This is an optimization exercise on Yosys and OpenROAD, whose aim is small area, a short achievable clock period and few clock cycles, not a production implementation.
The RTL was checked by simulation tests, not by an equivalence proof against the original design.
Power and IR drop assume default switching activity.

**design.v**
```verilog
module bilinear_scaler (
    input  wire        clk,
    input  wire        rst,
    input  wire        start,
    input  wire        ch4,
    input  wire [15:0] src_addr,
    input  wire [15:0] dst_addr,
    input  wire [11:0] old_w,
    input  wire [11:0] old_h,
    input  wire [11:0] new_w,
    input  wire [11:0] new_h,
    output reg         busy,
    output reg         done,
    output reg         error,
    output reg         mem_valid,
    output reg         mem_we,
    output reg  [15:0] mem_addr,
    output reg  [7:0]  mem_wdata,
    input  wire        mem_ready,
    input  wire [7:0]  mem_rdata
);
    reg        c4;
    reg [11:0] ow, oh;           
    reg [11:0] owm1, ohm1, nw, nh;
    reg [13:0] dnw, dnh;         
    reg [15:0] stride;           
    reg [23:0] den;              
    reg [25:0] den3;             
    reg        fetching;         
    reg [12:0] rx, ry;           
    reg [15:0] pa;               
    reg [15:0] row;              
    reg [15:0] sch;              
    reg [11:0] xc, yc;           
    reg [1:0]  k;                
    reg [1:0]  par;              
    reg [7:0]  ct0, cb0, ct1, cb1, ct2, cb2;    
    reg        vt0, vb0, vt1, vb1, vt2, vb2;
    reg [1:0]  o_col;            
    reg        o_bot;            
    reg [11:0] cl;               
    reg        upx;              
    reg        mac_hold;         
    reg [3:0]  inflight;         
    reg [15:0] dptr;             
    reg [15:0] dch;              
    reg [5:0]  sv;               
    reg [1:0]  m_par;
    reg [7:0]  m_p0, m_p1;       
    reg [11:0] m_wx0, m_wx1, m_wy0, m_wy1;
    reg        m_triv, m_lch;
    reg [19:0] ha_s, ha_c;
    reg [19:0] hreg;
    reg [11:0] s_wy0, s_wy1;
    reg        s_triv, s_lch;
    reg [31:0] ps, pc;
    reg [31:0] num;
    reg        a_triv, a_lch;
    reg        den_run;          
    reg [2:0]  den_sv;
    reg        usel;
    reg [23:0] d0_r, d1_r;
    reg [7:0]  d0_l, d1_l;
    reg        d0_triv, d1_triv, d0_lch, d1_lch;
    reg [3:0]  d0_sv, d1_sv;     
    reg [1:0]  qn;
    reg [7:0]  q0, q1;
    reg        q0_lch, q1_lch;
    wire adv   = !mem_valid || mem_ready;
    wire rd_ok = mem_valid && !mem_we;
    reg         xnorm, ynorm, xi, yi;
    wire [12:0] rxn = rx - {1'b0, nw};
    wire [12:0] ryn = ry - {1'b0, nh};
    wire        triv = !xi && !yi;
    wire [11:0] nrx = nw - rx[11:0];
    wire [11:0] nry = nh - ry[11:0];
    wire [1:0]  cn1 = c4 ? 2'd3 : 2'd2;
    wire [15:0] cval = c4 ? 16'd4 : 16'd3;
    wire [15:0] cval2 = c4 ? 16'd8 : 16'd6;
    reg  [15:0] stc, stc2;       
    wire [1:0] pA = par;
    wire [1:0] pB = (par == 2'd2) ? 2'd0 : par + 2'd1;
    wire [1:0] pP = (par == 2'd0) ? 2'd2 : par - 2'd1;
    wire [2:0] vtv = {vt2, vt1, vt0};
    wire [2:0] vbv = {vb2, vb1, vb0};
    wire va = vtv[pA];
    wire vb = vtv[pB];
    wire vc = vbv[pA];
    wire vd = vbv[pB];
    wire vpt = vtv[pP];
    wire vpb = vbv[pP];
    wire arr_a = rd_ok && o_col == pA && !o_bot;
    wire arr_b = rd_ok && o_col == pB && !o_bot;
    wire arr_c = rd_ok && o_col == pA &&  o_bot;
    wire arr_d = rd_ok && o_col == pB &&  o_bot;
    wire arr_pt = rd_ok && o_col == pP && !o_bot;
    wire arr_pb = rd_ok && o_col == pP &&  o_bot;
    wire miss_a = !(va || arr_a);
    wire miss_b = xi && !(vb || arr_b);
    wire miss_c = yi && !(vc || arr_c);
    wire miss_d = xi && yi && !(vd || arr_d);
    wire pos_ok = fetching && !xnorm && !ynorm;
    wire any_miss = miss_a || miss_b || miss_c || miss_d;
    wire rd_place = pos_ok && any_miss;
    wire issue    = pos_ok && !any_miss && !mac_hold;
    wire pf_need = pos_ok && upx && (cl[11:2] != 10'd0 || cl[1:0] == 2'd3) &&
                   (!(vpt || arr_pt) || (yi && !(vpb || arr_pb)));
    wire pf_top  = !(vpt || arr_pt);
    reg  [1:0]  rcol;
    reg         rbot;
    reg  [15:0] toff;
    always @(*) begin
        if (miss_a)      begin rcol = pA; rbot = 1'b0; toff = 16'd0;  end
        else if (miss_b) begin rcol = pB; rbot = 1'b0; toff = cval;   end
        else if (miss_c) begin rcol = pA; rbot = 1'b1; toff = stride; end
        else if (miss_d) begin rcol = pB; rbot = 1'b1; toff = stc;    end
        else if (pf_top) begin rcol = pP; rbot = 1'b0; toff = cval2;  end
        else             begin rcol = pP; rbot = 1'b1; toff = stc2;   end
    end
    wire [15:0] rd_addr = pa + toff;
    wire [12:0] rxa = rx + {1'b0, owm1};
    wire [13:0] rxb = {1'b0, rx} + dnw;
    wire        rxw = !rxb[13];
    wire [12:0] rya = ry + {1'b0, ohm1};
    wire [13:0] ryb = {1'b0, ry} + dnh;
    wire        ryw = !ryb[13];
    wire [7:0] cta = (pA == 2'd0) ? ct0 : (pA == 2'd1) ? ct1 : ct2;
    wire [7:0] ctb = (pB == 2'd0) ? ct0 : (pB == 2'd1) ? ct1 : ct2;
    wire [7:0] ia = arr_a ? mem_rdata : cta;
    wire [7:0] ib = arr_b ? mem_rdata : ctb;
    wire [1:0] mB = (m_par == 2'd2) ? 2'd0 : m_par + 2'd1;
    wire [7:0] tc = (m_par == 2'd0) ? cb0 : (m_par == 2'd1) ? cb1 : cb2;
    wire [7:0] td = (mB == 2'd0) ? cb0 : (mB == 2'd1) ? cb1 : cb2;
    wire [19:0] ha_s_c, ha_c_c;
    csa_mac2 u_h (.p0(m_p0), .p1(m_p1), .w0(m_wx0), .w1(m_wx1),
                  .s(ha_s_c), .c(ha_c_c));
    wire [31:0] ps_c, pc_c;
    csa_mul u_mul (.a(hreg), .b(s_wy0), .s(ps_c), .c(pc_c));
    wire [31:0] sum_c = (sv[4] ? num : 32'd0) + ps + pc;
    wire [25:0] t0  = {d0_r, d0_l[7:6]};
    wire [26:0] t0a = {1'b0, t0} - {3'b0, den};
    wire [26:0] t0b = {1'b0, t0} - {2'b0, den, 1'b0};
    wire [26:0] t0c = {1'b0, t0} - {1'b0, den3};
    wire [23:0] n0_r = !t0c[26] ? t0c[23:0] : !t0b[26] ? t0b[23:0] :
                       !t0a[26] ? t0a[23:0] : t0[23:0];
    wire [7:0]  n0_l = {d0_l[5:0], !t0b[26], !t0c[26] | (!t0a[26] & t0b[26])};
    wire [25:0] t1  = {d1_r, d1_l[7:6]};
    wire [26:0] t1a = {1'b0, t1} - {3'b0, den};
    wire [26:0] t1b = {1'b0, t1} - {2'b0, den, 1'b0};
    wire [26:0] t1c = {1'b0, t1} - {1'b0, den3};
    wire [23:0] n1_r = !t1c[26] ? t1c[23:0] : !t1b[26] ? t1b[23:0] :
                       !t1a[26] ? t1a[23:0] : t1[23:0];
    wire [7:0]  n1_l = {d1_l[5:0], !t1b[26], !t1c[26] | (!t1a[26] & t1b[26])};
    wire       res0 = d0_sv[3];
    wire       res1 = d1_sv[3];
    wire       res_now = res0 || res1;
    wire [7:0] res_q = res0 ? (d0_triv ? d0_l : n0_l) : (d1_triv ? d1_l : n1_l);
    wire       res_lch = res0 ? d0_lch : d1_lch;
    wire wr_now = (qn != 2'd0) && (!rd_place || qn == 2'd2 || (qn == 2'd1 && res_now));
    wire [3:0] inflight_p1 = inflight + 4'd1;
    wire [3:0] inflight_m1 = inflight - 4'd1;
    wire last_px = (xc == 12'd1) && (yc == 12'd1);
    always @(posedge clk) begin
        owm1   <= ow - 12'd1;
        ohm1   <= oh - 12'd1;
        dnw    <= {2'b0, ow} - 14'd1 - {2'b0, nw};
        dnh    <= {2'b0, oh} - 14'd1 - {2'b0, nh};
        stride <= c4 ? {2'b0, ow, 2'b0} : {4'b0, ow} + {3'b0, ow, 1'b0};
        stc    <= stride + cval;
        stc2   <= stride + cval2;
        upx    <= (ow <= nw);
    end
    always @(posedge clk) begin
        if (rst) begin
            busy      <= 1'b0;
            done      <= 1'b0;
            error     <= 1'b0;
            mem_valid <= 1'b0;
            mem_we    <= 1'b0;
            fetching  <= 1'b0;
            inflight  <= 4'd0;
            sv        <= 6'd0;
            den_run   <= 1'b0;
            den_sv    <= 3'd0;
            d0_sv     <= 4'd0;
            d1_sv     <= 4'd0;
            qn        <= 2'd0;
        end else if (!busy) begin
            done      <= 1'b0;
            mem_valid <= 1'b0;
            if (start) begin
                c4     <= ch4;
                ow     <= old_w;
                oh     <= old_h;
                nw     <= new_w;
                nh     <= new_h;
                s_wy0  <= new_h;
                den_sv <= 3'b001;
                hreg   <= {8'd0, new_w};
                sv     <= 6'd0;
                d0_sv  <= 4'd0;
                d1_sv  <= 4'd0;
                usel   <= 1'b0;
                qn     <= 2'd0;
                pa     <= src_addr;
                row    <= src_addr;
                sch    <= src_addr;
                dptr   <= dst_addr;
                dch    <= dst_addr;
                rx     <= 13'd0;
                ry     <= 13'd0;
                xnorm  <= 1'b0;
                ynorm  <= 1'b0;
                xi     <= 1'b0;
                yi     <= 1'b0;
                xc     <= new_w;
                yc     <= new_h;
                k      <= 2'd0;
                par    <= 2'd0;
                cl     <= old_w;
                ct0 <= 8'd0; cb0 <= 8'd0; ct1 <= 8'd0; cb1 <= 8'd0; ct2 <= 8'd0; cb2 <= 8'd0;
                vt0 <= 1'b0; vb0 <= 1'b0; vt1 <= 1'b0; vb1 <= 1'b0; vt2 <= 1'b0; vb2 <= 1'b0;
                mac_hold <= 1'b0;
                inflight <= 4'd0;
                error  <= 1'b0;
                if (old_w == 12'd0 || old_h == 12'd0 ||
                    new_w == 12'd0 || new_h == 12'd0) begin
                    error <= 1'b1;
                    done  <= 1'b1;
                end else begin
                    busy     <= 1'b1;
                    fetching <= 1'b1;
                end
            end
        end else if (adv) begin
            sv <= {sv[4:0], issue};
            ha_s <= ha_s_c;
            ha_c <= ha_c_c;
            hreg <= ha_s + ha_c;
            ps   <= ps_c;
            pc   <= pc_c;
            den3 <= {2'b0, den} + {1'b0, den, 1'b0};
            if (sv[0]) begin
                m_p0 <= tc;
                m_p1 <= td;
            end
            if (sv[1]) begin
                s_wy0  <= m_wy0;
                s_wy1  <= m_wy1;
                s_triv <= m_triv;
                s_lch  <= m_lch;
            end
            if (sv[2])
                s_wy0 <= s_wy1;
            den_sv <= {den_sv[1:0], 1'b0};
            if (sv[3] || den_sv[1])
                num <= sum_c;
            if (den_sv[2])
                den <= num[23:0];
            if (sv[3]) begin
                a_triv <= s_triv;
                a_lch  <= s_lch;
            end
            d0_sv <= {d0_sv[2:0], sv[4] && !usel};
            d1_sv <= {d1_sv[2:0], sv[4] && usel};
            if (sv[4])
                usel <= !usel;
            if (sv[4] && !usel) begin
                d0_r    <= sum_c[31:8];
                d0_l    <= sum_c[7:0];
                d0_triv <= a_triv;
                d0_lch  <= a_lch;
            end else if (!d0_triv) begin
                d0_r <= n0_r;
                d0_l <= n0_l;
            end
            if (sv[4] && usel) begin
                d1_r    <= sum_c[31:8];
                d1_l    <= sum_c[7:0];
                d1_triv <= a_triv;
                d1_lch  <= a_lch;
            end else if (!d1_triv) begin
                d1_r <= n1_r;
                d1_l <= n1_l;
            end
            case ({res_now, wr_now})
                2'b10: begin
                    if (qn == 2'd0) begin q0 <= res_q; q0_lch <= res_lch; end
                    else            begin q1 <= res_q; q1_lch <= res_lch; end
                    qn <= qn + 2'd1;
                end
                2'b01: begin
                    q0 <= q1; q0_lch <= q1_lch;
                    qn <= qn - 2'd1;
                end
                2'b11: begin
                    if (qn == 2'd1) begin q0 <= res_q; q0_lch <= res_lch; end
                    else begin q0 <= q1; q0_lch <= q1_lch; q1 <= res_q; q1_lch <= res_lch; end
                end
                default: ;
            endcase
            if (rd_ok) begin
                case ({o_bot, o_col})
                    3'b000: begin ct0 <= mem_rdata; vt0 <= 1'b1; end
                    3'b001: begin ct1 <= mem_rdata; vt1 <= 1'b1; end
                    3'b010: begin ct2 <= mem_rdata; vt2 <= 1'b1; end
                    3'b100: begin cb0 <= mem_rdata; vb0 <= 1'b1; end
                    3'b101: begin cb1 <= mem_rdata; vb1 <= 1'b1; end
                    default: begin cb2 <= mem_rdata; vb2 <= 1'b1; end
                endcase
            end
            mac_hold <= issue;
            if (wr_now) begin
                mem_valid <= 1'b1;
                mem_we    <= 1'b1;
                mem_addr  <= dptr;
                mem_wdata <= q0;
                if (q0_lch) begin
                    dptr <= dch + 16'd1;
                    dch  <= dch + 16'd1;
                end else begin
                    dptr <= dptr + cval;
                end
            end else if (rd_place || (pf_need && !issue)) begin
                mem_valid <= 1'b1;
                mem_we    <= 1'b0;
                mem_addr  <= rd_addr;
                o_col     <= rcol;
                o_bot     <= rbot;
            end else begin
                mem_valid <= 1'b0;
                mem_we    <= 1'b0;
            end
            if (issue && !wr_now)
                inflight <= inflight_p1;
            else if (!issue && wr_now)
                inflight <= inflight_m1;
            if (issue) begin
                m_par  <= par;
                m_p0   <= ia;
                m_p1   <= ib;
                m_wx0  <= triv ? 12'd1 : nrx;
                m_wx1  <= rx[11:0];
                m_wy0  <= triv ? 12'd1 : nry;
                m_wy1  <= ry[11:0];
                m_triv <= triv;
                m_lch  <= last_px;
                if (xc != 12'd1) begin
                    xc <= xc - 12'd1;
                    if (rxw) begin
                        rx  <= rxb[12:0];
                        xnorm <= (rxb[12:0] >= {1'b0, nw});
                        xi  <= (rxb[12:0] != 13'd0);
                        pa  <= pa + cval;
                        par <= pB;
                        cl  <= cl - 12'd1;
                        case (pA)
                            2'd0: begin vt0 <= 1'b0; vb0 <= 1'b0; end
                            2'd1: begin vt1 <= 1'b0; vb1 <= 1'b0; end
                            default: begin vt2 <= 1'b0; vb2 <= 1'b0; end
                        endcase
                    end else begin
                        rx <= rxa;
                        xi <= (rxa != 13'd0);
                    end
                end else begin
                    vt0 <= 1'b0; vb0 <= 1'b0; vt1 <= 1'b0; vb1 <= 1'b0; vt2 <= 1'b0; vb2 <= 1'b0;
                    cl <= ow;
                    rx <= 13'd0;
                    xi <= 1'b0;
                    xc <= nw;
                    if (yc != 12'd1) begin
                        yc <= yc - 12'd1;
                        if (ryw) begin
                            ry  <= ryb[12:0];
                            ynorm <= (ryb[12:0] >= {1'b0, nh});
                            yi  <= (ryb[12:0] != 13'd0);
                            row <= row + stride;
                            pa  <= row + stride;
                        end else begin
                            ry  <= rya;
                            yi  <= (rya != 13'd0);
                            pa  <= row;
                        end
                    end else if (k != cn1) begin
                        k   <= k + 2'd1;
                        yc  <= nh;
                        ry  <= 13'd0;
                        yi  <= 1'b0;
                        sch <= sch + 16'd1;
                        row <= sch + 16'd1;
                        pa  <= sch + 16'd1;
                    end else begin
                        fetching <= 1'b0;
                    end
                end
            end else if (fetching && xnorm) begin
                rx  <= rxn;
                xnorm <= (rxn >= {1'b0, nw});
                xi  <= (rxn != 13'd0);
                pa  <= pa + cval;
                par <= pB;
                cl  <= cl - 12'd1;
                case (pA)
                    2'd0: begin vt0 <= 1'b0; vb0 <= 1'b0; end
                    2'd1: begin vt1 <= 1'b0; vb1 <= 1'b0; end
                    default: begin vt2 <= 1'b0; vb2 <= 1'b0; end
                endcase
            end else if (fetching && ynorm) begin
                ry  <= ryn;
                ynorm <= (ryn >= {1'b0, nh});
                yi  <= (ryn != 13'd0);
                row <= row + stride;
                pa  <= row + stride;
            end
            if (!fetching && inflight == 4'd0) begin
                busy      <= 1'b0;
                done      <= 1'b1;
                mem_valid <= 1'b0;
                mem_we    <= 1'b0;
            end
        end
    end
endmodule
module csa_mul (
    input  wire [19:0] a,
    input  wire [11:0] b,
    output wire [31:0] s,
    output wire [31:0] c
);
    wire [31:0] r0 = b[0] ? ({12'd0, a} << 0) : 32'd0;
    wire [31:0] r1 = b[1] ? ({12'd0, a} << 1) : 32'd0;
    wire [31:0] r2 = b[2] ? ({12'd0, a} << 2) : 32'd0;
    wire [31:0] r3 = b[3] ? ({12'd0, a} << 3) : 32'd0;
    wire [31:0] r4 = b[4] ? ({12'd0, a} << 4) : 32'd0;
    wire [31:0] r5 = b[5] ? ({12'd0, a} << 5) : 32'd0;
    wire [31:0] r6 = b[6] ? ({12'd0, a} << 6) : 32'd0;
    wire [31:0] r7 = b[7] ? ({12'd0, a} << 7) : 32'd0;
    wire [31:0] r8 = b[8] ? ({12'd0, a} << 8) : 32'd0;
    wire [31:0] r9 = b[9] ? ({12'd0, a} << 9) : 32'd0;
    wire [31:0] r10 = b[10] ? ({12'd0, a} << 10) : 32'd0;
    wire [31:0] r11 = b[11] ? ({12'd0, a} << 11) : 32'd0;
    wire [31:0] s0_0 = r0 ^ r1 ^ r2;
    wire [31:0] c0_0_m = (r0 & r1) | (r0 & r2) | (r1 & r2);
    wire [31:0] c0_0 = {c0_0_m[30:0], 1'b0};
    wire [31:0] s0_1 = r3 ^ r4 ^ r5;
    wire [31:0] c0_1_m = (r3 & r4) | (r3 & r5) | (r4 & r5);
    wire [31:0] c0_1 = {c0_1_m[30:0], 1'b0};
    wire [31:0] s0_2 = r6 ^ r7 ^ r8;
    wire [31:0] c0_2_m = (r6 & r7) | (r6 & r8) | (r7 & r8);
    wire [31:0] c0_2 = {c0_2_m[30:0], 1'b0};
    wire [31:0] s0_3 = r9 ^ r10 ^ r11;
    wire [31:0] c0_3_m = (r9 & r10) | (r9 & r11) | (r10 & r11);
    wire [31:0] c0_3 = {c0_3_m[30:0], 1'b0};
    wire [31:0] s1_0 = s0_0 ^ c0_0 ^ s0_1;
    wire [31:0] c1_0_m = (s0_0 & c0_0) | (s0_0 & s0_1) | (c0_0 & s0_1);
    wire [31:0] c1_0 = {c1_0_m[30:0], 1'b0};
    wire [31:0] s1_1 = c0_1 ^ s0_2 ^ c0_2;
    wire [31:0] c1_1_m = (c0_1 & s0_2) | (c0_1 & c0_2) | (s0_2 & c0_2);
    wire [31:0] c1_1 = {c1_1_m[30:0], 1'b0};
    wire [31:0] s2_0 = s1_0 ^ c1_0 ^ s1_1;
    wire [31:0] c2_0_m = (s1_0 & c1_0) | (s1_0 & s1_1) | (c1_0 & s1_1);
    wire [31:0] c2_0 = {c2_0_m[30:0], 1'b0};
    wire [31:0] s2_1 = c1_1 ^ s0_3 ^ c0_3;
    wire [31:0] c2_1_m = (c1_1 & s0_3) | (c1_1 & c0_3) | (s0_3 & c0_3);
    wire [31:0] c2_1 = {c2_1_m[30:0], 1'b0};
    wire [31:0] s3_0 = s2_0 ^ c2_0 ^ s2_1;
    wire [31:0] c3_0_m = (s2_0 & c2_0) | (s2_0 & s2_1) | (c2_0 & s2_1);
    wire [31:0] c3_0 = {c3_0_m[30:0], 1'b0};
    wire [31:0] s4_0 = s3_0 ^ c3_0 ^ c2_1;
    wire [31:0] c4_0_m = (s3_0 & c3_0) | (s3_0 & c2_1) | (c3_0 & c2_1);
    wire [31:0] c4_0 = {c4_0_m[30:0], 1'b0};
    assign s = s4_0;
    assign c = c4_0;
endmodule
module csa_mac2 (
    input  wire [7:0] p0,
    input  wire [7:0] p1,
    input  wire [11:0] w0,
    input  wire [11:0] w1,
    output wire [19:0] s,
    output wire [19:0] c
);
    wire [19:0] r0_0 = p0[0] ? ({8'd0, w0} << 0) : 20'd0;
    wire [19:0] r0_1 = p0[1] ? ({8'd0, w0} << 1) : 20'd0;
    wire [19:0] r0_2 = p0[2] ? ({8'd0, w0} << 2) : 20'd0;
    wire [19:0] r0_3 = p0[3] ? ({8'd0, w0} << 3) : 20'd0;
    wire [19:0] r0_4 = p0[4] ? ({8'd0, w0} << 4) : 20'd0;
    wire [19:0] r0_5 = p0[5] ? ({8'd0, w0} << 5) : 20'd0;
    wire [19:0] r0_6 = p0[6] ? ({8'd0, w0} << 6) : 20'd0;
    wire [19:0] r0_7 = p0[7] ? ({8'd0, w0} << 7) : 20'd0;
    wire [19:0] r1_0 = p1[0] ? ({8'd0, w1} << 0) : 20'd0;
    wire [19:0] r1_1 = p1[1] ? ({8'd0, w1} << 1) : 20'd0;
    wire [19:0] r1_2 = p1[2] ? ({8'd0, w1} << 2) : 20'd0;
    wire [19:0] r1_3 = p1[3] ? ({8'd0, w1} << 3) : 20'd0;
    wire [19:0] r1_4 = p1[4] ? ({8'd0, w1} << 4) : 20'd0;
    wire [19:0] r1_5 = p1[5] ? ({8'd0, w1} << 5) : 20'd0;
    wire [19:0] r1_6 = p1[6] ? ({8'd0, w1} << 6) : 20'd0;
    wire [19:0] r1_7 = p1[7] ? ({8'd0, w1} << 7) : 20'd0;
    wire [19:0] s0_0 = r0_0 ^ r0_1 ^ r0_2;
    wire [19:0] c0_0_m = (r0_0 & r0_1) | (r0_0 & r0_2) | (r0_1 & r0_2);
    wire [19:0] c0_0 = {c0_0_m[18:0], 1'b0};
    wire [19:0] s0_1 = r0_3 ^ r0_4 ^ r0_5;
    wire [19:0] c0_1_m = (r0_3 & r0_4) | (r0_3 & r0_5) | (r0_4 & r0_5);
    wire [19:0] c0_1 = {c0_1_m[18:0], 1'b0};
    wire [19:0] s0_2 = r0_6 ^ r0_7 ^ r1_0;
    wire [19:0] c0_2_m = (r0_6 & r0_7) | (r0_6 & r1_0) | (r0_7 & r1_0);
    wire [19:0] c0_2 = {c0_2_m[18:0], 1'b0};
    wire [19:0] s0_3 = r1_1 ^ r1_2 ^ r1_3;
    wire [19:0] c0_3_m = (r1_1 & r1_2) | (r1_1 & r1_3) | (r1_2 & r1_3);
    wire [19:0] c0_3 = {c0_3_m[18:0], 1'b0};
    wire [19:0] s0_4 = r1_4 ^ r1_5 ^ r1_6;
    wire [19:0] c0_4_m = (r1_4 & r1_5) | (r1_4 & r1_6) | (r1_5 & r1_6);
    wire [19:0] c0_4 = {c0_4_m[18:0], 1'b0};
    wire [19:0] s1_0 = s0_0 ^ c0_0 ^ s0_1;
    wire [19:0] c1_0_m = (s0_0 & c0_0) | (s0_0 & s0_1) | (c0_0 & s0_1);
    wire [19:0] c1_0 = {c1_0_m[18:0], 1'b0};
    wire [19:0] s1_1 = c0_1 ^ s0_2 ^ c0_2;
    wire [19:0] c1_1_m = (c0_1 & s0_2) | (c0_1 & c0_2) | (s0_2 & c0_2);
    wire [19:0] c1_1 = {c1_1_m[18:0], 1'b0};
    wire [19:0] s1_2 = s0_3 ^ c0_3 ^ s0_4;
    wire [19:0] c1_2_m = (s0_3 & c0_3) | (s0_3 & s0_4) | (c0_3 & s0_4);
    wire [19:0] c1_2 = {c1_2_m[18:0], 1'b0};
    wire [19:0] s2_0 = s1_0 ^ c1_0 ^ s1_1;
    wire [19:0] c2_0_m = (s1_0 & c1_0) | (s1_0 & s1_1) | (c1_0 & s1_1);
    wire [19:0] c2_0 = {c2_0_m[18:0], 1'b0};
    wire [19:0] s2_1 = c1_1 ^ s1_2 ^ c1_2;
    wire [19:0] c2_1_m = (c1_1 & s1_2) | (c1_1 & c1_2) | (s1_2 & c1_2);
    wire [19:0] c2_1 = {c2_1_m[18:0], 1'b0};
    wire [19:0] s3_0 = s2_0 ^ c2_0 ^ s2_1;
    wire [19:0] c3_0_m = (s2_0 & c2_0) | (s2_0 & s2_1) | (c2_0 & s2_1);
    wire [19:0] c3_0 = {c3_0_m[18:0], 1'b0};
    wire [19:0] s3_1 = c2_1 ^ c0_4 ^ r1_7;
    wire [19:0] c3_1_m = (c2_1 & c0_4) | (c2_1 & r1_7) | (c0_4 & r1_7);
    wire [19:0] c3_1 = {c3_1_m[18:0], 1'b0};
    wire [19:0] s4_0 = s3_0 ^ c3_0 ^ s3_1;
    wire [19:0] c4_0_m = (s3_0 & c3_0) | (s3_0 & s3_1) | (c3_0 & s3_1);
    wire [19:0] c4_0 = {c4_0_m[18:0], 1'b0};
    wire [19:0] s5_0 = s4_0 ^ c4_0 ^ c3_1;
    wire [19:0] c5_0_m = (s4_0 & c4_0) | (s4_0 & c3_1) | (c4_0 & c3_1);
    wire [19:0] c5_0 = {c5_0_m[18:0], 1'b0};
    assign s = s5_0;
    assign c = c5_0;
endmodule
```
**run.sh**
```bash
#!/bin/bash
# synth_recipe.tcl (not shown) runs the flow's synth.tcl, then flattens the netlist and writes it again
# the make line also repeats each setting of config.mk as NAME=value (left out here)
make -C /OpenROAD-flow-scripts/flow DESIGN_CONFIG=/design/flow/config.mk WORK_HOME=/design/flow/orfs CLKGATE_MAP_FILE= SYNTH_SCRIPT=/design/flow/synth_recipe.tcl finish
```
**config.mk**
```make
export PLATFORM = sky130hd
export DESIGN_NAME = bilinear_scaler
export DESIGN_NICKNAME = bilinear_scaler
export VERILOG_FILES = /design/flow/design.v
export SDC_FILE = /design/flow/constraint.sdc
export NUM_CORES = 4
export LEC_CHECK = 0
export CAP_MARGIN = 20
export CORE_MARGIN = 2
export CORE_UTILIZATION = 40
export SLEW_MARGIN = 20
```
**constraint.sdc**
```tcl
create_clock -name core_clock -period 13.0 [get_ports {clk}]
set_input_delay 2.6000 -clock core_clock [delete_from_list [all_inputs] [get_ports {clk}]]
set_output_delay 2.6000 -clock core_clock [all_outputs]
set_load 0.01 [all_outputs]
```
==> impl_metrics.toml <==
[cts]
cts_tree = "done"
clk_latency_ns = 0.70
cts_sinks = 785
cts-buffers-inserted = 92
clk_path_buf_depth = 3
cts_max_level = 3
cts_hold_buffers = 0
post_cts.repair.setup_buffers = 0
cts-root-buf = "clkbuf_16"
cts_resized = 0
path_clk_slew_ns = 0.07

[timing]
finClkSkew_ns = 0.03845
maxSlewHeadroom = 0.2543
tightest_slew_ns = 1.117
max_freq_mhz = 154.2
finalCritPeriodShare = 0.4987
slew_violations = 0
setup_viol = 0
fin_crit_ns = 6.483
setup_ws_ns = 6.517
tns_ns = 0
hold_viol = 0
rsz0062_at_grt = "no"

[floorplanning]
start_util = 0.4040
rows = 146
dieArea_um2 = 163600
io_pins = 122
die_y_um = 404.4
coreArea_um2 = 158700
die_width_um = 404.4

[final_layout]
layout_commonest_cell = "edfxtp_1"
drive_gt1_frac = 0.04985
mostFrequentLayoutCells = "660 x edfxtp_1, 599 x inv_1, 562 x ha_1"
syn_to_final_growth_pct = 10.34
nFillCells = 15100
seq_area_um2 = 22330
final_nets = 7606
finish.utilization = 0.4458
multi_input_area_um2 = 38820
final_cell_area_um2 = 70770

[critical_path]
worstPathMaxFanout = 41
startpoint_type = "register"
crit_arrival_ns = 7.01
critPathLaunch = "par[1]"
cp-end-kind = "register"
worst_ep_required_time_ns = 13.52
r2r_start = "par[1]"
critPathKind = "register to register"

[power_and_ir_drop]
power.density_nw_per_um2 = 115.2
peakVddDrop_uv = 96.63
p_leak_nw = 29.24

[synthesis]
synthCells = 6519
synth-seq-cells = 785
synth_edf_count = 660
synth_nets = 7564
avgSynthCellArea_um2 = 9.838
ys_seq_area_frac = 0.3480
synth_ff_type = "edfxtp_1"
synth_top_area_frac = 0.3090
synth_async_sr_flop_share = 0
ys_warn_count = 1
synth_area_um2 = 64140
ys_top_cells_by_area = "edfxtp_1 31%, fa_1 12%, ha_1 11%"
synth_top_cell_by_area = "edfxtp_1"
synth.distinct_cells = 97

[place]
io_buffer_count = 121
gp_congestion = 0.9430
dp_slack_ns = 6.552
place_area_um2 = 67640
dp_hpwl_mm = 137.6

[global_route]
overflow = 0
grt_pass1_vias = 48730
antenna_found_initial = 3
grt_max_degree = 67
grt_pass1_wl_mm = 274.0
grt_usage = 0.2122

[job]
drv_cap = 0

[routing]
drc = 0
drtPass1Iterations = 7
ant_nets = 0
drt_wl_total_mm = 173.7
drt_iter0_drc = 3801
viasPerCell = 5.492
vias = 47870
wl_per_cell_um = 19.93

[min_path]
min-delay-start = "m_wy1[6]"
hold_class = "register to register"

[status]
status = "no timing/DRC/antenna violations"
==> path summary, 6_finish.rpt <==
kind                        to  slack (ns)  cells after the start
setup / recovery  mem_addr[14]        6.52                     27
hold / removal        s_wy1[6]        0.42                      0
setup reg to reg  mem_addr[14]        6.52                     27
hold reg to reg       s_wy1[6]        0.42                      0
==> metal layers <==
metal / GRT usage / part of all wire
met3: 0.02629 / 0.052
met1: 0.2890 / 0.45
met5: 0 / 0.000075
met4: 0.05872 / 0.027
met2: 0.3550 / 0.47
==> synth_stat cells (43+ instances only) <==
| library cell | instances |
|---|---|
| a21oi_1 | 479 |
| nand2b_1 | 57 |
| a211oi_1 | 64 |
| clkbuf_1 | 186 |
| inv_1 | 601 |
| o211ai_1 | 48 |
| nor3_1 | 99 |
| xnor2_1 | 252 |
| o21a_1 | 61 |
| a21o_1 | 161 |
| ha_1 | 562 |
| dfxtp_1 | 125 |
| mux2i_1 | 105 |
| o21ai_0 | 313 |
| a31oi_1 | 43 |
| nand3_1 | 111 |
| nor2_1 | 472 |
| xor2_1 | 169 |
| edfxtp_1 | 660 |
| and2_1 | 350 |
| nand2_1 | 531 |
| fa_1 | 390 |
| nor2b_1 | 73 |
==> area by class of cell <==
| class | count | area share |
|---|---|---|
| multi-input combinational | 4899 | 0.5485 |
| sequential | 785 | 0.3155 |
| tap | 2072 | 0.03663 |
| clock buffer | 115 | 0.03568 |
| inverter | 602 | 0.03200 |
| timing repair buffer | 181 | 0.02358 |
| clock inverter | 58 | 0.008009 |
| antenna | 3 | 0.0001061 |
==> power by group <==
group	total, mW	internal (mW)	leakage, nW	switching (mW)
clock network	2.64	1.51	1.51	1.12
logic	2.38	0.933	20.6	1.44
registers	3.14	2.99	7.13	0.150
==> logic make-up after synthesis <==
group                    Yosys count  synth area share
AO/OA/AOI/OAI                   1482            0.1461
XOR/XNOR                         421           0.05749
adder cells (fa/ha/maj)          952            0.2314
buffers and inverters            835           0.04924
flip-flops                       785            0.3480
multiplexers                     147           0.02376
AND/OR/NAND/NOR                 1897            0.1440
==> registers in the layout, indices dropped and copies added, names as in the netlist, 16 cells and up <==
| signal | flops |
|---|---|
| ha_c | 16 |
| pc | 26 |
| dptr | 16 |
| den3 | 26 |
| mem_addr | 16 |
| hreg | 20 |
| pa | 16 |
| dch | 16 |
| d1_r | 24 |
| ha_s | 20 |
| num | 32 |
| row | 16 |
| sch | 16 |
| ps | 32 |
| d0_r | 24 |
| den | 24 |
==> worst max-delay path: stages, from the launching register on <==
cell and delay, ns:
edfxtp_1 0.55, inv_1 0.14, ha_1 0.15, buf_4 0.36, xor2_1 0.33, nor4_2 0.12, or2_2 0.30, nor2_1 0.75
nand2_1 0.14, a21oi_1 0.16, a21oi_1 0.06, nor2_1 0.12, a21oi_1 0.05, nor2_1 0.13, ha_1 0.17, inv_1 0.06
fa_1 0.43, nor2b_1 0.12, o21ai_0 0.10, a21boi_0 0.29, o21ai_0 0.15, a21oi_1 0.21, o21ai_0 0.12, a21boi_0 0.33
o211ai_1 0.21, a2111o_1 0.41, and3_1 0.19, o31ai_1 0.18
==> per-stage QoR <==
stage	hold WS, ns	cells	power, mW
finish	0.4172	8715	8.151
global route	0.4295	8712	8.604
detailed placement	0.4057	8538	5.566
floorplan	0.3716	6519	4.747
global placement	0.4017	8538	5.508
CTS	0.4184	8711	8.223
Testbench counts, summed over its fixed seeds: cycles 101,786.

what the ideal ports hide:
The flow's constraints put no driver on any port. The routed layout listed below was extracted and timed again, unchanged, in two steps.
Step 1 assumes that a clkbuf_16 drives the clock port and a buf_2 every other input.
Step 2 also shifts input and output timing later by t, the mid clock arrival at the registers, as if the neighbouring blocks saw the same clock.
a / b / c = ideal / step 1 / step 2; a / b = the first two.
shift t [ns]: 0.760
setup slack, ns: 6.517 / 6.517 / 6.517
hold slack, ns: 0.417 / 0.417 / 0.417
worst register clock-pin slew, ns: 0.07 / 0.07
cell pins on the clock port's net: 1
After both steps this run still meets setup and hold. The setup slack of this run moves by 0.000 ns with the drivers and by 0.000 ns with both steps.
